What follows belongs to an exercise in optimizing a design on an open flow for small area, a short achievable clock period and few clock cycles per item; a production flow would make more cautious choices. No functional check of the RTL was part of any run shown here. Power figures rest on the tool's default switching activity, not on a simulated workload.

==> flow/design.v, too long to show whole: its modules and the start of the top module <==
// module ate1_pixel_unit: 315 lines
// module ate1_mul: 732 lines
module ate1_pixel_unit (
    input  wire        clk,
    input  wire        rst,         
    input  wire        in_valid,
    output wire        in_ready,
    input  wire [3:0]  in_op,
    input  wire [63:0] in_d,
    input  wire [63:0] in_s,
    input  wire [16:0] in_t,
    output reg         out_valid,
    input  wire        out_ready,
    output reg  [63:0] out_p
);
  // ...
==> flow/run.sh <==
#!/bin/bash
# synth_recipe.tcl (not shown) runs the flow's synth.tcl, then flattens the netlist and writes it again
# the make line also repeats each setting of config.mk as NAME=value (left out here)
make -C /OpenROAD-flow-scripts/flow DESIGN_CONFIG=/design/flow/config.mk WORK_HOME=/design/flow/orfs CLKGATE_MAP_FILE= SYNTH_SCRIPT=/design/flow/synth_recipe.tcl finish
==> flow/config.mk <==
export PLATFORM = sky130hd
export DESIGN_NAME = ate1_pixel_unit
export DESIGN_NICKNAME = ate1_pixel_unit
export VERILOG_FILES = /design/flow/design.v
export SDC_FILE = /design/flow/constraint.sdc
export NUM_CORES = 8
export LEC_CHECK = 0
export CAP_MARGIN = 20
export CORE_MARGIN = 2
export CORE_UTILIZATION = 35
export SLEW_MARGIN = 20
==> flow/constraint.sdc <==
create_clock -name core_clock -period 16.0 [get_ports {clk}]
set_input_delay 3.2000 -clock core_clock [delete_from_list [all_inputs] [get_ports {clk}]]
set_output_delay 3.2000 -clock core_clock [all_outputs]
set_load 0.01 [all_outputs]
==> results.ini, run 1 <==
[clock_tree]
clk_latency_ns=0.77
tritoncts=done
clock_path_buffers=3
path_clk_slew_ns=0.06

[detailed_routing]
final_antenna_net_count=0
viasPerCell=5.650

[power]
netSwitchingFraction_pct=49.25

[placed_design]
io_buffer_count=218
place_ws_ns=8.647
dp_cells=11630
place_hpwl_um=234700
place_congestion=0.9816

[worst_setup_path]
cpPeakStageDelay_ns=0.75
critPathCapture=out_p[4]
path_max_fanout=41
r2r_end=out_p[4]

[synth]
synth_top_family_by_area=adder cells
ys_seq_area_share_pct=27.19
synthAdderAreaFrac_pct=30.53
synthTopCellsByCount=inv_1 (1140), nor2_1 (978), fa_1 (867), edfxtp_1 (737), nand2_1 (663)
syn_nets=10210
synth_top_area_share_pct=27.07
synth-edff-count=737
yosys.cell_count.top_type=inv_1
synth-xor-area-share_pct=3.502

[layout]
top_register=p1_s
largest_register_ff_count=128
design_area_um2=90930
final_common_cell=inv_1
multi_input_gates=6325
syn2layout_area_growth_pct=11.22
fin_util_pct=39.10

[sta]
finalSetupTns_ns=0
rsz0062_at_grt=no
worst_pin_slew_ns=1.182
finalCritPeriodShare_pct=47.37

[die]
core.rowCount=177
die_area_um2=237500

[hold_path]
hold_path_class=reg2reg
holdPathEnd=p1_ctl[16]
holdPathStages=0

[status]
status=finished clean

[global_route]
grt_pass1_vias=66310
antenna_found_initial=21

==> module ate1_pixel_unit, before the edit <==
module ate1_pixel_unit (
    input  wire        clk,
    input  wire        rst,         
    input  wire        in_valid,
    output wire        in_ready,
    input  wire [3:0]  in_op,
    input  wire [63:0] in_d,
    input  wire [63:0] in_s,
    input  wire [16:0] in_t,
    output reg         out_valid,
    input  wire        out_ready,
    output reg  [63:0] out_p
);
    localparam OP_ADD      = 4'd0;
    localparam OP_SUB      = 4'd1;
    localparam OP_MULC     = 4'd2;
    localparam OP_MIN      = 4'd3;
    localparam OP_MAX      = 4'd4;
    localparam OP_SETALPHA = 4'd5;
    localparam OP_PREALPHA = 4'd6;
    localparam OP_OVER     = 4'd7;
    localparam OP_MULTIPLY = 4'd8;
    localparam OP_SCREEN   = 4'd9;
    localparam OP_DARKEN   = 4'd10;
    localparam OP_LIGHTEN  = 4'd11;
    localparam OP_LERP     = 4'd12;
    localparam OP_INIT32   = 4'd13;
    localparam OP_TLERP    = 4'd14;
    localparam OP_TSEL     = 4'd15;
    localparam CW = 27;
    localparam A_ONES = 0, A_DC = 1, A_NDC = 2, A_DA = 3, A_NDA = 4, A_DIFF = 5,
               A_BYTE = 6, A_K = 7;                                    
    localparam B_SC = 8, B_SR = 9, B_SA = 10, B_NSA = 11, B_K = 12, B_NK = 13,
               B_AA = 14;                                             
    localparam D_DC = 15, D_SC = 16, D_DCSC = 17, D_DA = 18, D_MIN = 19,
               D_MAX = 20;                                            
    localparam C_RND = 21, C_SUB = 22, C_ACC = 23, C_WRAP = 24, C_DARK = 25,
               C_LIGHT = 26;                                          
    function [CW-1:0] decode;
        input [3:0] op;
        input [1:0] pass;
        input       alpha;
        input       t15;
        input       t16;
        reg [CW-1:0] w;
        begin
            w = {CW{1'b0}};
            w[C_RND] = 1'b1;
            case (op)
                OP_ADD:      begin w[A_ONES] = 1; w[B_SC] = 1; w[D_DC] = 1; end
                OP_SUB:      begin w[A_ONES] = 1; w[B_SC] = 1; w[D_DC] = 1; w[C_SUB] = 1; end
                OP_MULC:     begin w[A_DC] = 1; w[B_SC] = 1; end
                OP_MIN:      begin w[D_MIN] = 1; end
                OP_MAX:      begin w[D_MAX] = 1; end
                OP_SETALPHA: begin
                    if (alpha) begin w[A_ONES] = 1; w[B_SR] = 1; end
                    else       begin w[D_DC] = 1; end
                end
                OP_PREALPHA: begin
                    w[B_SR] = 1;
                    if (alpha) w[A_ONES] = 1; else w[A_DC] = 1;
                end
                OP_OVER:     begin w[A_DC] = 1; w[B_NSA] = 1; w[D_SC] = 1; end
                OP_MULTIPLY: begin
                    if (alpha) begin w[A_NDA] = 1; w[B_SA] = 1; w[D_DA] = 1; end
                    else case (pass)
                        2'd0:    begin w[A_DC] = 1; w[B_NSA] = 1; end
                        2'd1:    begin w[A_NDA] = 1; w[B_SC] = 1; w[C_ACC] = 1; end
                        default: begin w[A_DC] = 1; w[B_SC] = 1; w[C_ACC] = 1; end
                    endcase
                end
                OP_SCREEN:   begin w[A_NDC] = 1; w[B_SC] = 1; w[D_DC] = 1; end
                OP_DARKEN, OP_LIGHTEN: begin
                    if (alpha) begin w[A_NDA] = 1; w[B_SA] = 1; w[D_DA] = 1; end
                    else begin
                        w[D_DCSC] = 1; w[C_SUB] = 1;
                        if (pass == 2'd0) begin w[A_DA] = 1; w[B_SC] = 1; end
                        else begin
                            w[A_DC] = 1; w[B_SA] = 1;
                            if (op == OP_DARKEN) w[C_DARK] = 1; else w[C_LIGHT] = 1;
                        end
                    end
                end
                OP_LERP:     begin
                    if (t16) begin w[A_ONES] = 1; w[B_SC] = 1; end
                    else begin
                        w[A_DIFF] = 1; w[B_K] = 1; w[D_DC] = 1; w[C_RND] = 0; w[C_WRAP] = 1;
                    end
                end
                OP_INIT32:   begin
                    w[B_AA] = 1;
                    if (alpha) w[A_ONES] = 1; else w[A_BYTE] = 1;
                end
                OP_TLERP:    begin
                    if (pass == 2'd0) begin w[A_DC] = 1; w[B_NK] = 1; end
                    else begin w[A_K] = 1; w[B_SC] = 1; w[C_ACC] = 1; end
                end
                default:     begin    
                    if (t15) begin w[A_ONES] = 1; w[B_SC] = 1; end
                    else     begin w[D_DC] = 1; end
                end
            endcase
            decode = w;
        end
    endfunction
    function [1:0] last_pass;
        input [3:0] op;
        begin
            case (op)
                OP_MULTIPLY:                     last_pass = 2'd2;
                OP_DARKEN, OP_LIGHTEN, OP_TLERP: last_pass = 2'd1;
                default:                         last_pass = 2'd0;
            endcase
        end
    endfunction
    reg        ir_valid;
    reg        ir_last;
    reg [1:0]  ir_pass;
    reg [3:0]  ir_op;
    reg [63:0] ir_d;
    reg [63:0] ir_s;
    reg [16:0] ir_t;
    reg [CW-1:0] ir_cw_rgb;
    reg [CW-1:0] ir_cw_a;
    reg        hold;            
    wire adv     = !hold;
    wire ir_free = !ir_valid || ir_last;
    assign in_ready = adv && ir_free;
    wire [3:0] nx_op   = ir_free ? in_op : ir_op;
    wire [1:0] nx_pass = ir_free ? 2'd0 : ir_pass + 2'd1;
    wire       nx_t15  = ir_free ? in_t[15] : ir_t[15];
    wire       nx_t16  = ir_free ? in_t[16] : ir_t[16];
    always @(posedge clk) begin
        if (rst) begin
            ir_valid <= 1'b0;
        end else if (adv && ir_free) begin
            ir_valid <= in_valid;
        end
        if (adv) begin
            ir_pass   <= nx_pass;
            ir_last   <= (nx_pass == last_pass(nx_op));
            ir_cw_rgb <= decode(nx_op, nx_pass, 1'b0, nx_t15, nx_t16);
            ir_cw_a   <= decode(nx_op, nx_pass, 1'b1, nx_t15, nx_t16);
        end
        if (in_ready) begin
            ir_op <= in_op;
            ir_d  <= in_d;
            ir_s  <= in_s;
            ir_t  <= in_t;
        end
    end
    wire [15:0] da = ir_d[63:48];
    wire [15:0] sa = ir_s[63:48];
    wire [15:0] sr = ir_s[15:0];
    wire [15:0] k  = ir_t[15:0];
    wire [15:0] aa = {ir_s[31:24], ir_s[31:24]};
    reg          p1_valid, p1_last;
    reg  [127:0] p1_s, p1_c;
    reg  [67:0]  p1_add;
    reg  [23:0]  p1_ctl;         
    wire [131:0] x_s, x_c;       
    wire [67:0]  x_a;
    wire [63:0]  x_b;
    wire [67:0]  x_add;
    wire [3:0]   x_rnd;
    genvar g;
    generate
        for (g = 0; g < 4; g = g + 1) begin : lane_x
            wire [CW-1:0] w  = (g == 3) ? ir_cw_a : ir_cw_rgb;
            wire [15:0] dc = ir_d[16*g +: 16];
            wire [15:0] sc = ir_s[16*g +: 16];
            wire [15:0] by = (g == 3) ? aa : {ir_s[8*(2-g) +: 8], ir_s[8*(2-g) +: 8]};
            wire [16:0] diff = {1'b0, sc} - {1'b0, dc};
            wire        lt = dc < sc;
            wire [16:0] av = {17{w[A_ONES]}} & 17'h0ffff
                           | {17{w[A_DC]}}   & {1'b0, dc}
                           | {17{w[A_NDC]}}  & {1'b0, ~dc}
                           | {17{w[A_DA]}}   & {1'b0, da}
                           | {17{w[A_NDA]}}  & {1'b0, ~da}
                           | {17{w[A_DIFF]}} & diff
                           | {17{w[A_BYTE]}} & {1'b0, by}
                           | {17{w[A_K]}}    & {1'b0, k};
            wire [15:0] bv = {16{w[B_SC]}}  & sc
                           | {16{w[B_SR]}}  & sr
                           | {16{w[B_SA]}}  & sa
                           | {16{w[B_NSA]}} & ~sa
                           | {16{w[B_K]}}   & k
                           | {16{w[B_NK]}}  & ~k
                           | {16{w[B_AA]}}  & aa;
            wire [16:0] dv = {17{w[D_DC]}}   & {1'b0, dc}
                           | {17{w[D_SC]}}   & {1'b0, sc}
                           | {17{w[D_DCSC]}} & ({1'b0, dc} + {1'b0, sc})
                           | {17{w[D_DA]}}   & {1'b0, da}
                           | {17{w[D_MIN]}}  & {1'b0, lt ? dc : sc}
                           | {17{w[D_MAX]}}  & {1'b0, lt ? sc : dc};
            assign x_a[17*g +: 17] = av;
            assign x_b[16*g +: 16] = bv;
            assign x_add[17*g +: 17] = dv;
            assign x_rnd[g] = w[C_RND];
            ate1_mul mul (.a(av), .b(bv), .rnd(w[C_RND]),
                          .s(x_s[33*g +: 32]), .c(x_c[33*g +: 32]));
            assign x_s[33*g+32] = 1'b0;
            assign x_c[33*g+32] = 1'b0;
        end
    endgenerate
    integer c;
    always @(posedge clk) begin
        if (rst) begin
            p1_valid <= 1'b0;
        end else if (adv) begin
            p1_valid <= ir_valid;
        end
        if (adv) begin
            p1_last <= ir_last;
            for (c = 0; c < 4; c = c + 1) begin
                p1_s[32*c +: 32] <= x_s[33*c +: 32];
                p1_c[32*c +: 32] <= x_c[33*c +: 32];
            end
            p1_add <= x_add;
            p1_ctl <= {ir_cw_a[C_LIGHT:C_RND], ir_cw_rgb[C_LIGHT:C_RND],
                       ir_cw_rgb[C_LIGHT:C_RND], ir_cw_rgb[C_LIGHT:C_RND]};
        end
    end
    reg         p2_valid, p2_last;
    reg  [75:0] p2_v;
    reg  [3:0]  p2_cy;
    reg  [19:0] p2_ctl;          
    reg  [31:0] y1_x;
    reg  [16:0] y1_lo;
    reg  [75:0] y1_v;
    reg  [3:0]  y1_cy;
    reg  [5:0]  ct;
    always @(*) begin
        for (c = 0; c < 4; c = c + 1) begin
            ct = p1_ctl[6*c +: 6];
            y1_x = p1_s[32*c +: 32] + p1_c[32*c +: 32];
            y1_lo = {1'b0, y1_x[15:0]} + {1'b0, y1_x[31:16]};
            y1_cy[c] = ct[0] & y1_lo[16];
            if (ct[1])
                y1_v[19*c +: 19] = {2'b00, p1_add[17*c +: 17]} - {3'b000, y1_x[31:16]};
            else
                y1_v[19*c +: 19] = {2'b00, p1_add[17*c +: 17]} + {3'b000, y1_x[31:16]};
        end
    end
    always @(posedge clk) begin
        if (rst) begin
            p2_valid <= 1'b0;
        end else if (adv) begin
            p2_valid <= p1_valid;
        end
        if (adv) begin
            p2_last <= p1_last;
            p2_v    <= y1_v;
            p2_cy   <= y1_cy;
            for (c = 0; c < 4; c = c + 1)
                p2_ctl[5*c +: 5] <= p1_ctl[6*c+1 +: 5];
        end
    end
    reg  [75:0] acc;
    reg  [75:0] y2_s;
    reg  [63:0] y2_r;
    reg  [4:0]  cq;
    reg  signed [18:0] base, sv, s2, ac;
    always @(*) begin
        for (c = 0; c < 4; c = c + 1) begin
            cq = p2_ctl[5*c +: 5];       
            ac = acc[19*c +: 19];
            if (cq[1])
                base = ac;
            else if (cq[0] & p2_cy[c])
                base = -19'sd1;
            else
                base = 19'sd0;
            sv = base + $signed(p2_v[19*c +: 19]) + $signed({18'd0, ~cq[0] & p2_cy[c]});
            if (cq[3])
                s2 = (sv < ac) ? sv : ac;
            else if (cq[4])
                s2 = (sv > ac) ? sv : ac;
            else
                s2 = sv;
            y2_s[19*c +: 19] = sv;
            if (cq[2])
                y2_r[16*c +: 16] = sv[15:0];
            else
                y2_r[16*c +: 16] = s2[18] ? 16'd0 : (|s2[17:16]) ? 16'hffff : s2[15:0];
        end
    end
    wire y_done   = p2_valid && p2_last && adv;
    wire out_free = !out_valid || out_ready;
    always @(posedge clk) begin
        if (rst) begin
            out_valid <= 1'b0;
            hold      <= 1'b0;
        end else begin
            if (hold) begin
                if (out_ready) hold <= 1'b0;
            end else if (y_done && !out_free) begin
                hold <= 1'b1;
            end
            if (hold || y_done)
                out_valid <= 1'b1;
            else if (out_ready)
                out_valid <= 1'b0;
        end
        if (hold) begin
            if (out_ready) out_p <= {acc[72:57], acc[53:38], acc[34:19], acc[15:0]};
        end else if (y_done && out_free) begin
            out_p <= y2_r;
        end
        if (adv && p2_valid) begin
            for (c = 0; c < 4; c = c + 1)
                acc[19*c +: 19] <= p2_last ? {3'b000, y2_r[16*c +: 16]} : y2_s[19*c +: 19];
        end
    end
endmodule
==> run 2, diff against run 1 <==
--- a/flow/design.v
+++ b/flow/design.v
@@ -27,15 +27,15 @@
     localparam OP_INIT32   = 4'd13;
     localparam OP_TLERP    = 4'd14;
     localparam OP_TSEL     = 4'd15;
-    localparam CW = 27;
-    localparam A_ONES = 0, A_DC = 1, A_NDC = 2, A_DA = 3, A_NDA = 4, A_DIFF = 5,
-               A_BYTE = 6, A_K = 7;                                    
+    localparam CW = 28;
+    localparam A_ONES = 0, A_DC = 1, A_NDC = 2, A_DA = 3, A_NDA = 4, A_S17 = 5,
+               A_BYTE = 6, A_K = 7;                                   
     localparam B_SC = 8, B_SR = 9, B_SA = 10, B_NSA = 11, B_K = 12, B_NK = 13,
-               B_AA = 14;                                             
-    localparam D_DC = 15, D_SC = 16, D_DCSC = 17, D_DA = 18, D_MIN = 19,
-               D_MAX = 20;                                            
-    localparam C_RND = 21, C_SUB = 22, C_ACC = 23, C_WRAP = 24, C_DARK = 25,
-               C_LIGHT = 26;                                          
+               B_AA = 14;                                
+    localparam D_DC = 16, D_SC = 17, D_DCSC = 18, D_DA = 19, D_MIN = 20,
+               D_MAX = 21;                                            
+    localparam C_RND = 22, C_SUB = 23, C_ACC = 24, C_DL = 25, C_LIGHT = 26,
+               C_WRAP = 27;                                           
     function [CW-1:0] decode;
         input [3:0] op;
         input [1:0] pass;
@@ -76,15 +76,15 @@
                         w[D_DCSC] = 1; w[C_SUB] = 1;
                         if (pass == 2'd0) begin w[A_DA] = 1; w[B_SC] = 1; end
                         else begin
-                            w[A_DC] = 1; w[B_SA] = 1;
-                            if (op == OP_DARKEN) w[C_DARK] = 1; else w[C_LIGHT] = 1;
+                            w[A_DC] = 1; w[B_SA] = 1; w[C_DL] = 1;
+                            if (op == OP_LIGHTEN) w[C_LIGHT] = 1;
                         end
                     end
                 end
                 OP_LERP:     begin
                     if (t16) begin w[A_ONES] = 1; w[B_SC] = 1; end
                     else begin
-                        w[A_DIFF] = 1; w[B_K] = 1; w[D_DC] = 1; w[C_RND] = 0; w[C_WRAP] = 1;
+                        w[A_S17] = 1; w[B_K] = 1; w[D_DC] = 1; w[C_RND] = 0; w[C_WRAP] = 1;
                     end
                 end
                 OP_INIT32:   begin
@@ -118,7 +118,7 @@
     reg [1:0]  ir_pass;
     reg [3:0]  ir_op;
     reg [63:0] ir_d;
-    reg [63:0] ir_s;
+    reg [67:0] ir_s;            
     reg [16:0] ir_t;
     reg [CW-1:0] ir_cw_rgb;
     reg [CW-1:0] ir_cw_a;
@@ -126,10 +126,22 @@
     wire adv     = !hold;
     wire ir_free = !ir_valid || ir_last;
     assign in_ready = adv && ir_free;
-    wire [3:0] nx_op   = ir_free ? in_op : ir_op;
-    wire [1:0] nx_pass = ir_free ? 2'd0 : ir_pass + 2'd1;
-    wire       nx_t15  = ir_free ? in_t[15] : ir_t[15];
-    wire       nx_t16  = ir_free ? in_t[16] : ir_t[16];
+    wire [1:0] nx_pass = ir_pass + 2'd1;
+    wire [CW-1:0] cw_rgb_in  = decode(in_op, 2'd0, 1'b0, in_t[15], in_t[16]);
+    wire [CW-1:0] cw_a_in    = decode(in_op, 2'd0, 1'b1, in_t[15], in_t[16]);
+    wire [CW-1:0] cw_rgb_nx  = decode(ir_op, nx_pass, 1'b0, ir_t[15], ir_t[16]);
+    wire [CW-1:0] cw_a_nx    = decode(ir_op, nx_pass, 1'b1, ir_t[15], ir_t[16]);
+    wire in_lerp = (in_op == OP_LERP) && !in_t[16];
+    reg  [67:0] s_in;
+    integer c;
+    always @(*) begin
+        for (c = 0; c < 4; c = c + 1) begin
+            if (in_lerp)
+                s_in[17*c +: 17] = {1'b0, in_s[16*c +: 16]} - {1'b0, in_d[16*c +: 16]};
+            else
+                s_in[17*c +: 17] = {1'b0, in_s[16*c +: 16]};
+        end
+    end
     always @(posedge clk) begin
         if (rst) begin
             ir_valid <= 1'b0;
@@ -137,47 +149,55 @@
             ir_valid <= in_valid;
         end
         if (adv) begin
-            ir_pass   <= nx_pass;
-            ir_last   <= (nx_pass == last_pass(nx_op));
-            ir_cw_rgb <= decode(nx_op, nx_pass, 1'b0, nx_t15, nx_t16);
-            ir_cw_a   <= decode(nx_op, nx_pass, 1'b1, nx_t15, nx_t16);
+            if (ir_free) begin
+                ir_pass   <= 2'd0;
+                ir_last   <= (last_pass(in_op) == 2'd0);
+                ir_cw_rgb <= cw_rgb_in;
+                ir_cw_a   <= cw_a_in;
+            end else begin
+                ir_pass   <= nx_pass;
+                ir_last   <= (nx_pass == last_pass(ir_op));
+                ir_cw_rgb <= cw_rgb_nx;
+                ir_cw_a   <= cw_a_nx;
+            end
         end
         if (in_ready) begin
             ir_op <= in_op;
             ir_d  <= in_d;
-            ir_s  <= in_s;
+            ir_s  <= s_in;
             ir_t  <= in_t;
         end
     end
     wire [15:0] da = ir_d[63:48];
-    wire [15:0] sa = ir_s[63:48];
+    wire [15:0] sa = ir_s[66:51];
     wire [15:0] sr = ir_s[15:0];
     wire [15:0] k  = ir_t[15:0];
-    wire [15:0] aa = {ir_s[31:24], ir_s[31:24]};
+    wire [15:0] aa = {ir_s[32:25], ir_s[32:25]};    
     reg          p1_valid, p1_last;
     reg  [127:0] p1_s, p1_c;
     reg  [67:0]  p1_add;
     reg  [23:0]  p1_ctl;         
-    wire [131:0] x_s, x_c;       
-    wire [67:0]  x_a;
-    wire [63:0]  x_b;
+    wire [127:0] x_s, x_c;
     wire [67:0]  x_add;
-    wire [3:0]   x_rnd;
     genvar g;
     generate
         for (g = 0; g < 4; g = g + 1) begin : lane_x
             wire [CW-1:0] w  = (g == 3) ? ir_cw_a : ir_cw_rgb;
-            wire [15:0] dc = ir_d[16*g +: 16];
-            wire [15:0] sc = ir_s[16*g +: 16];
-            wire [15:0] by = (g == 3) ? aa : {ir_s[8*(2-g) +: 8], ir_s[8*(2-g) +: 8]};
-            wire [16:0] diff = {1'b0, sc} - {1'b0, dc};
+            wire [15:0] dc  = ir_d[16*g +: 16];
+            wire [16:0] s17 = ir_s[17*g +: 17];
+            wire [15:0] sc  = s17[15:0];
+            wire [15:0] by;
+            if (g == 0)      assign by = {ir_s[17+7:17+0], ir_s[17+7:17+0]};      
+            else if (g == 1) assign by = {ir_s[15:8], ir_s[15:8]};                
+            else if (g == 2) assign by = {ir_s[7:0], ir_s[7:0]};                  
+            else             assign by = aa;
             wire        lt = dc < sc;
             wire [16:0] av = {17{w[A_ONES]}} & 17'h0ffff
                            | {17{w[A_DC]}}   & {1'b0, dc}
                            | {17{w[A_NDC]}}  & {1'b0, ~dc}
                            | {17{w[A_DA]}}   & {1'b0, da}
                            | {17{w[A_NDA]}}  & {1'b0, ~da}
-                           | {17{w[A_DIFF]}} & diff
+                           | {17{w[A_S17]}}  & s17
                            | {17{w[A_BYTE]}} & {1'b0, by}
                            | {17{w[A_K]}}    & {1'b0, k};
             wire [15:0] bv = {16{w[B_SC]}}  & sc
@@ -193,17 +213,11 @@
                            | {17{w[D_DA]}}   & {1'b0, da}
                            | {17{w[D_MIN]}}  & {1'b0, lt ? dc : sc}
                            | {17{w[D_MAX]}}  & {1'b0, lt ? sc : dc};
-            assign x_a[17*g +: 17] = av;
-            assign x_b[16*g +: 16] = bv;
             assign x_add[17*g +: 17] = dv;
-            assign x_rnd[g] = w[C_RND];
             ate1_mul mul (.a(av), .b(bv), .rnd(w[C_RND]),
-                          .s(x_s[33*g +: 32]), .c(x_c[33*g +: 32]));
-            assign x_s[33*g+32] = 1'b0;
-            assign x_c[33*g+32] = 1'b0;
+                          .s(x_s[32*g +: 32]), .c(x_c[32*g +: 32]));
         end
     endgenerate
-    integer c;
     always @(posedge clk) begin
         if (rst) begin
             p1_valid <= 1'b0;
@@ -212,34 +226,48 @@
         end
         if (adv) begin
             p1_last <= ir_last;
-            for (c = 0; c < 4; c = c + 1) begin
-                p1_s[32*c +: 32] <= x_s[33*c +: 32];
-                p1_c[32*c +: 32] <= x_c[33*c +: 32];
-            end
-            p1_add <= x_add;
-            p1_ctl <= {ir_cw_a[C_LIGHT:C_RND], ir_cw_rgb[C_LIGHT:C_RND],
-                       ir_cw_rgb[C_LIGHT:C_RND], ir_cw_rgb[C_LIGHT:C_RND]};
+            p1_s    <= x_s;
+            p1_c    <= x_c;
+            p1_add  <= x_add;
+            p1_ctl  <= {ir_cw_a[C_WRAP:C_RND], ir_cw_rgb[C_WRAP:C_RND],
+                        ir_cw_rgb[C_WRAP:C_RND], ir_cw_rgb[C_WRAP:C_RND]};
         end
     end
     reg         p2_valid, p2_last;
-    reg  [75:0] p2_v;
-    reg  [3:0]  p2_cy;
-    reg  [19:0] p2_ctl;          
+    reg  [71:0] p2_h;            
+    reg  [7:0]  p2_cs;           
+    reg  [67:0] p2_add;
+    reg  [7:0]  p2_ctl;          
     reg  [31:0] y1_x;
     reg  [16:0] y1_lo;
-    reg  [75:0] y1_v;
-    reg  [3:0]  y1_cy;
+    reg  [71:0] y1_h;
+    reg  [7:0]  y1_cs;
     reg  [5:0]  ct;
+    reg  [15:0] xh;
+    reg         cy, gt, pick1;
+    reg  [17:0] h0;
+    reg  [1:0]  cs0;
     always @(*) begin
         for (c = 0; c < 4; c = c + 1) begin
-            ct = p1_ctl[6*c +: 6];
-            y1_x = p1_s[32*c +: 32] + p1_c[32*c +: 32];
-            y1_lo = {1'b0, y1_x[15:0]} + {1'b0, y1_x[31:16]};
-            y1_cy[c] = ct[0] & y1_lo[16];
-            if (ct[1])
-                y1_v[19*c +: 19] = {2'b00, p1_add[17*c +: 17]} - {3'b000, y1_x[31:16]};
-            else
-                y1_v[19*c +: 19] = {2'b00, p1_add[17*c +: 17]} + {3'b000, y1_x[31:16]};
+            ct    = p1_ctl[6*c +: 6];    
+            h0    = p2_h[18*c +: 18];
+            cs0   = p2_cs[2*c +: 2];
+            y1_x  = p1_s[32*c +: 32] + p1_c[32*c +: 32];
+            xh    = y1_x[31:16];
+            y1_lo = {1'b0, y1_x[15:0]} + {1'b0, xh};
+            cy    = ct[0] & y1_lo[16];
+            gt    = (xh > h0[15:0]) || (xh == h0[15:0] && cy && !cs0[0]);
+            pick1 = ct[4] ? !gt : gt;
+            if (ct[2]) begin
+                y1_h[18*c +: 18] = h0 + {2'b00, xh};
+                y1_cs[2*c +: 2]  = cs0 + {1'b0, cy};
+            end else if (ct[3] && !pick1) begin
+                y1_h[18*c +: 18] = h0;
+                y1_cs[2*c +: 2]  = cs0;
+            end else begin
+                y1_h[18*c +: 18] = {2'b00, xh};
+                y1_cs[2*c +: 2]  = {1'b0, cy};
+            end
         end
     end
     always @(posedge clk) begin
@@ -250,41 +278,33 @@
         end
         if (adv) begin
             p2_last <= p1_last;
-            p2_v    <= y1_v;
-            p2_cy   <= y1_cy;
+            p2_h    <= y1_h;
+            p2_cs   <= y1_cs;
+            p2_add  <= p1_add;
             for (c = 0; c < 4; c = c + 1)
-                p2_ctl[5*c +: 5] <= p1_ctl[6*c+1 +: 5];
+                p2_ctl[2*c +: 2] <= {p1_ctl[6*c+5], p1_ctl[6*c+1]};
         end
     end
-    reg  [75:0] acc;
-    reg  [75:0] y2_s;
     reg  [63:0] y2_r;
-    reg  [4:0]  cq;
-    reg  signed [18:0] base, sv, s2, ac;
+    reg  [18:0] sv, hv;
+    reg  [16:0] ae;
+    reg         ci, sb;
+    reg  [1:0]  cq;
     always @(*) begin
         for (c = 0; c < 4; c = c + 1) begin
-            cq = p2_ctl[5*c +: 5];       
-            ac = acc[19*c +: 19];
-            if (cq[1])
-                base = ac;
-            else if (cq[0] & p2_cy[c])
-                base = -19'sd1;
-            else
-                base = 19'sd0;
-            sv = base + $signed(p2_v[19*c +: 19]) + $signed({18'd0, ~cq[0] & p2_cy[c]});
-            if (cq[3])
-                s2 = (sv < ac) ? sv : ac;
-            else if (cq[4])
-                s2 = (sv > ac) ? sv : ac;
-            else
-                s2 = sv;
-            y2_s[19*c +: 19] = sv;
-            if (cq[2])
+            sb = p2_ctl[2*c];
+            cq = p2_cs[2*c +: 2];
+            ae = p2_add[17*c +: 17] | {15'd0, cq[1], 1'b0};
+            hv = sb ? ~{1'b0, p2_h[18*c +: 18]} : {1'b0, p2_h[18*c +: 18]};
+            ci = sb ? !cq[0] : cq[0];
+            sv = {2'b00, ae} + hv + {18'd0, ci};
+            if (p2_ctl[2*c+1])
                 y2_r[16*c +: 16] = sv[15:0];
             else
-                y2_r[16*c +: 16] = s2[18] ? 16'd0 : (|s2[17:16]) ? 16'hffff : s2[15:0];
+                y2_r[16*c +: 16] = sv[18] ? 16'd0 : (|sv[17:16]) ? 16'hffff : sv[15:0];
         end
     end
+    reg  [63:0] park;
     wire y_done   = p2_valid && p2_last && adv;
     wire out_free = !out_valid || out_ready;
     always @(posedge clk) begin
@@ -303,14 +323,11 @@
                 out_valid <= 1'b0;
         end
         if (hold) begin
-            if (out_ready) out_p <= {acc[72:57], acc[53:38], acc[34:19], acc[15:0]};
+            if (out_ready) out_p <= park;
         end else if (y_done && out_free) begin
             out_p <= y2_r;
         end
-        if (adv && p2_valid) begin
-            for (c = 0; c < 4; c = c + 1)
-                acc[19*c +: 19] <= p2_last ? {3'b000, y2_r[16*c +: 16]} : y2_s[19*c +: 19];
-        end
+        if (!hold) park <= y2_r;
     end
 endmodule
 module ate1_mul (
==> run 2 against run 1 <==
  * Maximum frequency rose by 4.8%
  * Highest routed layer unchanged
  * Clock-buffer cell count fell by 4
  * Worst setup slack improved by 0.35 ns
  * Synthesized cell count fell by 4.3%
  * Combinational power barely moved
  * Core utilization rose by 0.10 points
==> results.ini, run 2 <==
[sta]
layout_setup_ws_ns=8.769
fin_crit_ns=7.231
slew_violations=0
fmax_ghz=0.1383
setup_viol_count_final=0
worst_clock_skew_ns=0.04504
hold_ws_ns=0.4135
worst_pin_slew_ns=1.327  ; +0.1446 ns
finalCritPeriodShare_pct=45.19  ; -2.2 points
finalSetupTns_ns=0  ; unchanged
rsz0062_at_grt=no
slew_headroom_pct=11.54
hold_viol_final=0

[synth]
syn-instance-count=8221
synth_seq_cells=797
synth_compound_area_share_pct=12.26
synth_top_area_share_pct=29.51  ; +2.4 points
synth_top_family_by_area=adder cells
ys_seq_area_share_pct=29.64  ; +2.4 points
yosys.cell_count.top_type=inv_1
synth_ff_type=edfxtp_1
synthAdderAreaFrac_pct=30.59  ; +0.059 points
synth-edff-count=792  ; +7.5%
synth-async-reset-ratio_pct=0
synthMuxAreaShare_pct=3.001
ys_warn_count=1
ys_top_cells_by_area=edfxtp_1 (30%), fa_1 (21%), ha_1 (9.1%)
synthTopCellsByCount=inv_1 (1071), nor2_1 (913), fa_1 (863), nand2_1 (811), edfxtp_1 (792)
syn-cell-area_um2=80590
syn_nets=9825  ; -3.8%
yosys.area_share.simple_pct=13.70
synth-xor-area-share_pct=4.135  ; +0.63 points
synth_cell_type_count=100
synth.largest_area_cell=edfxtp_1
syn_avg_cell_area_um2=9.803

[worst_setup_path]
cp_data_required_time_ns=16.45
critPathArrivalTime_ns=7.68
crit_type=reg2reg
path_max_fanout=14  ; -66%
worstSetupStartpointType=flop
cpPeakStageDelay_ns=0.62  ; -0.13 ns
endpoint_kind=flop
critical-path-slowest-cell=xnor2_1

[layout]
multi_input_area_um2=51730
design_area_um2=89960  ; -1.1%
fin_cells=11440
mostFrequentLayoutCells=inv_1 (1070), nor2_1 (911), fa_1 (863)
fin_util_pct=39.21  ; +0.10 points
final_common_cell=inv_1
finalNetCount=9925
regArea_um2=23880
largest_register_ff_count=128  ; unchanged
final_layout_size_suffix_gt1_share_pct=6.295
syn2layout_area_growth_pct=11.63
fillers=22570
largestRegisters=p1_s x128, p1_c x124, p2_h x72
top_register=p1_s

[clock_tree]
tritoncts=done
clock-sinks=797
cts_root_buf=clkbuf_16
cts_max_level=3
cts_resized=0
clk_latency_ns=0.77  ; about the same
clock_path_buffers=3  ; unchanged
path_clk_slew_ns=0.06  ; about the same
cts_buffers=97
hold_buffers=0
cts_setup_buffers=0

[job]
drv_cap=0

[power]
p_per_area_nw_per_um2=224.6
p_clk_share_pct=11.3
p_int_mw=10.45
vdd_ir_drop_max_v=0.0002125
netSwitchingFraction_pct=48.26  ; -0.99 points
p_leak_nw=39.04
pwr-share-seq_pct=19.7
total_power_mw=20.20
p_comb_share_pct=68.9
power.net_switching_mw=9.750

[die]
core.rowCount=176  ; -0.56%
die_h_um=483.8
die_area_um2=234100  ; -1.4%
die_x_um=483.8
pin_count=219
core-area_um2=229500
start_util_pct=35.12

[detailed_routing]
drt_iter0_markers=7097
final_antenna_net_count=0  ; unchanged
wl_um=285000
drc=0
wire_per_inst_um=24.91
num_vias=63280
viasPerCell=5.530  ; -2.1%
dr.pass1.iters=7

[placed_design]
place_hpwl_um=223800  ; -4.6%
place_congestion=1.002  ; +2.0%
io_buffer_count=218  ; unchanged
place_ws_ns=8.948  ; +0.3013 ns
placed_cell_area_um2=86660
dp_cells=11250  ; -3.3%

[global_route]
gr-usage-all-layers_pct=23.82
grt_pass1_wl_um=414300
antenna_found_initial=37  ; +76%
grt_max_degree=146
grt_pass1_vias=62210  ; -6.2%
overflow=0

[status]
status=finished clean

[hold_path]
hold_path_class=reg2reg

-- run 2: cell count changes in the layout (fill, tap and decap cells not counted), sizes merged, moves of 40 or more --
cell    previous run  this run
a21oi            589       424
a22oi             44         4
edfxtp           737       792
inv             1154      1078
mux2              27       101
nand2            663       811
nand3            114        74
nor2             981       916
nor3             142        72
xor2             105       163
-- run 2: layer usage --
layer	vias to the layer above	global-route usage, %	share of wire, %
met2	3196	34.06	41
met4	16	12.19	5.9
met3	646	6.409	11
li1	27980	-	-
met1	31440	32.90	42
met5	-	0.1837	0.056
-- run 2: cell families after synthesis --
family	after synthesis
flops	797
compound gates	1484
fa+ha+maj	1453
mux	229
xor+xnor	378
buf+inv	1423
simple gates	2457
-- run 2: worst max-delay path: cells and delay by family, from the launching register on --
kind                     cells  cell delay (ns)
AND/OR/NAND/NOR              4             0.38
adder cells (fa/ha/maj)      3             0.95
XOR/XNOR                     1             0.62
AO/OA/AOI/OAI               18             4.21
buffers and inverters        2             0.40
flip-flops                   1             0.33
-- run 2: final timing paths --
kind,start,endpoint,slack [ns],cells after the start
hold reg to reg,p1_add[4],p2_add[4],0.41,0
setup / recovery,p1_s[33],p2_h[22],8.77,28
setup reg to reg,p1_s[33],p2_h[22],8.77,28
hold / removal,p1_add[4],p2_add[4],0.41,0
-- run 2: cell type report --
class	instances	area share, %
antenna	13	0.03616
clock buffer	105	2.732
clock inverter	77	0.8915
inverter	1072	4.481
multi-input combinational	6001	57.50
sequential	797	26.55
tap	3026	4.209
timing repair buffer	352	3.599
-- run 2: power by group through the flow --
stage	logic [mW]	clock network, mW	registers, mW
after floorplan	9.30	0	3.82
after global placement	13.4	0	4.01
after detailed placement	13.8	0	4.02
after CTS	13.8	2.34	3.98
after global routing	15.6	2.41	4.04
final	13.9	2.29	3.99
==> run 3, diff against run 2 <==
==> flow/flow/run.sh (new file) <==
#!/bin/bash
# Standard layout (bash standard.sh), with timing repair aiming at a
# tighter setup target than the 16 ns clock: repair_timing is asked to leave
# SETUP_SLACK_MARGIN ns of setup slack. The SDC is the design's, unchanged.
set -euo pipefail
export SETUP_SLACK_MARGIN=$(cat flow/setup_margin)
bash standard.sh > flow_make.log 2>&1
==> flow/flow/setup_margin (new file) <==
10.5
==> flow/standard.sh (new file) <==
#!/bin/bash
# synth_recipe.tcl (not shown) runs the flow's synth.tcl, then flattens the netlist and writes it again
# the make line also repeats each setting of config.mk as NAME=value (left out here)
make -C /OpenROAD-flow-scripts/flow DESIGN_CONFIG=/design/flow/config.mk WORK_HOME=/design/flow/orfs CLKGATE_MAP_FILE= SYNTH_SCRIPT=/design/flow/synth_recipe.tcl "${@:-finish}"
removed: flow/run.sh
==> run 3 against run 2 <==
  * Worst setup slack improved by 1.7 ns
  * Register-to-register slack improved by 1.7 ns
  * Via count increased by 2.9%
  * Clock skew increased by 0.011 ns
  * Sequential share of layout area decreased by 1.3 points
  * Die area unchanged
  * Cell area increased by 5.2%
  * Hold slack got worse by 0.024 ns
  * Non-clock buffer count increased by 234
  * Combinational power increased by 3%
  * Synthesized cell count unchanged
  * Cell count increased by 2.1%
==> results.ini, run 3 <==
[sta]
slew_headroom_pct=6.307  ; -5.2 points
rsz0062_at_grt=yes
setup_viol_count_final=0  ; unchanged
worst_clock_skew_ns=0.05580  ; +0.01076 ns
finalSetupTns_ns=0  ; unchanged
slew_violations=0  ; unchanged
hold_ws_ns=0.3896  ; -0.02390 ns
fin_crit_ns=5.520  ; -1.711 ns
finalCritPeriodShare_pct=34.50  ; -11 points
fmax_ghz=0.1812  ; +31%
hold_viol_final=0  ; unchanged
layout_setup_ws_ns=10.48  ; +1.711 ns
worst_pin_slew_ns=1.391  ; +0.06386 ns

[synth]
syn_avg_cell_area_um2=9.803  ; unchanged
ys_seq_area_share_pct=29.64  ; unchanged
syn_nets=9825  ; unchanged
ys_top_cells_by_area=edfxtp_1 (30%), fa_1 (21%), ha_1 (9.1%)
synth-edff-count=792  ; unchanged
synth_seq_cells=797  ; unchanged
synthTopCellsByCount=inv_1 (1071), nor2_1 (913), fa_1 (863), nand2_1 (811), edfxtp_1 (792)
syn-instance-count=8221  ; unchanged
ys_warn_count=1  ; unchanged
synth-async-reset-ratio_pct=0  ; unchanged
syn-cell-area_um2=80590  ; unchanged
synth.largest_area_cell=edfxtp_1
synth_top_area_share_pct=29.51  ; unchanged
yosys.cell_count.top_type=inv_1
synth_cell_type_count=100  ; unchanged
synth_ff_type=edfxtp_1

[die]
die_h_um=483.8  ; unchanged
die_x_um=483.8  ; unchanged
core.rowCount=176  ; unchanged
core-area_um2=229500  ; unchanged
pin_count=219  ; unchanged
die_area_um2=234100  ; unchanged
start_util_pct=35.12  ; unchanged

[worst_setup_path]
critical-path-slowest-cell=a2111oi_4
r2r_setup_slack_ns=10.48  ; +1.71 ns
worst-r2r-cell-count=11  ; -61%
endpoint_kind=flop
path_max_fanout=7  ; -7
crit_type=reg2reg
cpMostUsedCell=fa_1
worstPathCellList=nor2b_1 > a2111oi_4 > and4_1 > nor2_1 > fa_1 > inv_1 > fa_1 > fa_1 > inv_1 > fa_1 > fa_1
cpPeakStageDelay_ns=1.02  ; +0.40 ns
cp_top_family=adder cells
cp_num_cells=11  ; -61%
path_buf_inv=2  ; unchanged
worstSetupStartpointType=flop
critPathArrivalTime_ns=6.03  ; -1.65 ns
cp_data_required_time_ns=16.51  ; +0.06 ns

[placed_design]
placed_cell_area_um2=86830  ; +0.20%
dp_cells=11240  ; -0.053%
place_hpwl_um=223400  ; -0.18%
io_buffer_count=218  ; unchanged
place_ws_ns=9.290  ; +0.3420 ns
place_congestion=0.9889  ; -1.3%

[global_route]
gr-usage-all-layers_pct=24.22  ; +0.40 points
grt_pass1_vias=64220  ; +3.2%
antenna_found_initial=28  ; -24%
overflow=0  ; unchanged
grt_pass1_wl_um=423900  ; +2.3%
grt_max_degree=154  ; +5.5%

[layout]
fin_cells=11680  ; +2.1%
fin_util_pct=41.23  ; +2.0 points
syn2layout_area_growth_pct=17.40
regArea_um2=23890  ; about the same
top_register=p1_s
largest_register_ff_count=128  ; unchanged
multi_input_area_um2=53760  ; +3.9%
final_common_cell=inv_1
fillers=22110  ; -2.1%
final_layout_size_suffix_gt1_share_pct=12.65  ; +6.4 points
design_area_um2=94610  ; +5.2%
mostFrequentLayoutCells=inv_1 (1060), nor2_1 (903), fa_1 (853)
largestRegisters=p1_s x128, p1_c x124, p2_h x72
finalNetCount=10170  ; +2.4%

[detailed_routing]
viasPerCell=5.574  ; +0.80%
drc=0  ; unchanged
num_vias=65130  ; +2.9%
wire_per_inst_um=25.09  ; +0.73%
final_antenna_net_count=0  ; unchanged
dr.pass1.iters=10  ; +3
drt_iter0_markers=7314  ; +3.1%
wl_um=293100  ; +2.9%

[power]
power.net_switching_mw=9.873  ; +1.3%
pwr-share-seq_pct=19.2  ; -0.5 points
netSwitchingFraction_pct=47.52  ; -0.74 points
p_comb_share_pct=69.0  ; about the same
p_leak_nw=41.07  ; +5.2%
p_per_area_nw_per_um2=219.6  ; -2.2%
p_int_mw=10.90  ; +4.3%
total_power_mw=20.78  ; +2.8%
p_clk_share_pct=11.8  ; +0.5 points
vdd_ir_drop_max_v=0.0001879  ; -12%

[clock_tree]
cts_buffers=101  ; +4.1%
clk_latency_ns=0.80  ; +0.03 ns
cts_max_level=3  ; unchanged
clock_path_buffers=3  ; unchanged
cts_root_buf=clkbuf_16
path_clk_slew_ns=0.06  ; about the same
tritoncts=done
clock-sinks=797  ; unchanged

[job]
drv_cap=0  ; unchanged

[status]
status=finished clean

[hold_path]
hold_path_class=reg2reg
holdPathStages=0  ; unchanged

## run 3: cell count changes in the layout (fill, tap and decap cells not counted), sizes merged, moves of 5 or more
| cell | before | now |
|---|---|---|
| diode | 13 | 8 |
| clkdlybuf4s50 | 218 | 190 |
| buf | 134 | 364 |
| clkbuf | 105 | 129 |
| dlygate4sd2 | 0 | 10 |
| clkinv | 51 | 38 |
| dlymetal6s2s | 0 | 14 |
## run 3: final cells by class
cell class	instances	area share (%)
clock inverters	69	0.9707
flip-flops and latches	797	25.25
clock buffers	121	2.804
multi-input cells	6005	56.83
well taps	3026	4.002
diodes	8	0.02116
inverters	1072	4.314
repair buffers	586	5.812
## run 3: final timing paths
check,from,to
min reg2reg,p1_add[35],p2_add[35]
max,ir_d[60],p1_s[78]
max reg2reg,ir_d[60],p1_s[78]
min,p1_add[35],p2_add[35]
## run 3: logic make-up (layout without fill, tap and decap cells)
| kind of cell | count (synthesis) | count (layout) | share of synthesized area [%] |
|---|---|---|---|
| simple gates | 2457 | 2460 | 13.70 |
| fa+ha+maj | 1453 | 1453 | 30.59 |
| flops | 797 | 797 | 29.64 |
| other cells | 0 | 8 | 0 |
| compound gates | 1484 | 1485 | 12.26 |
| mux | 229 | 229 | 3.001 |
| xor+xnor | 378 | 378 | 4.135 |
| buf+inv | 1423 | 1848 | 6.671 |
## run 3: worst register-to-register path, cell delays in order (launching register included)
cell and delay (ns):
edfxtp_1 0.65, nor2b_1 0.16, a2111oi_4 1.02, and4_1 0.68
nor2_1 0.13, fa_1 0.52, inv_1 0.05, fa_1 0.41
fa_1 0.52, inv_1 0.05, fa_1 0.48, fa_1 0.59
## run 3: per-layer routing
layer	wire length (µm)	GRT usage [%]	part of all wire (%)
met3	32940	6.985	11
met1	121100	32.84	41
met4	14860	9.868	5.1
met5	97	0	0.033
met2	124200	36.18	42
## run 3: what timing repair did
item,4_1_cts,5_1_grt
endpoints found under the setup margin,250,220
endpoints found under the hold margin,0,0
gates resized for setup,232,267
buffers inserted,106,124
pin swaps,78,137
hold buffers,0,0
gates cloned,5,7
## run 3: power groups by stage
stage / sequential [mW] / combinational, mW / clock, mW
2_1_floorplan: 3.82 / 9.33 / 0
3_3_place_gp: 4.02 / 13.1 / 0
3_5_place_dp: 4.03 / 13.4 / 0
4_1_cts: 3.99 / 13.7 / 2.51
5_1_grt: 4.04 / 16.0 / 2.58
6_report: 3.99 / 14.3 / 2.46

## port drivers added, routing unchanged
The flow's constraints put no driver on any port. The routed layouts listed below were extracted and timed again, unchanged, in two steps.
Step 1 (the two cells are an assumption about what drives the block):
set clk [get_ports {clk}]
set_driving_cell -lib_cell sky130_fd_sc_hd__clkbuf_16 $clk
set_driving_cell -lib_cell sky130_fd_sc_hd__buf_2 [delete_from_list [all_inputs] $clk]
Step 2 also shifts input and output timing later by t, the mid clock arrival at the registers, as if the neighbouring blocks saw the same clock.
Slacks: ideal / step 1 / step 2; pairs: ideal / step 1.
run | shift t [ns] | setup slack, ns | hold slack, ns | worst slew at a driven data input, ns
run 1 | 0.823 | 8.420 / 8.420 / 8.420 | 0.409 / 0.409 / 0.409 | 0.22
run 2 | 0.845 | 8.769 / 8.769 / 8.769 | 0.413 / 0.413 / 0.413 | 0.25
run 3 | 0.874 | 10.480 / 10.480 / 9.756 | 0.390 / 0.390 / 0.390 | 0.07
After both steps every run listed still meets setup and hold. For run 3, which loses most, drivers alone change the setup slack by 0.000 ns; drivers and shift together by -0.724 ns.
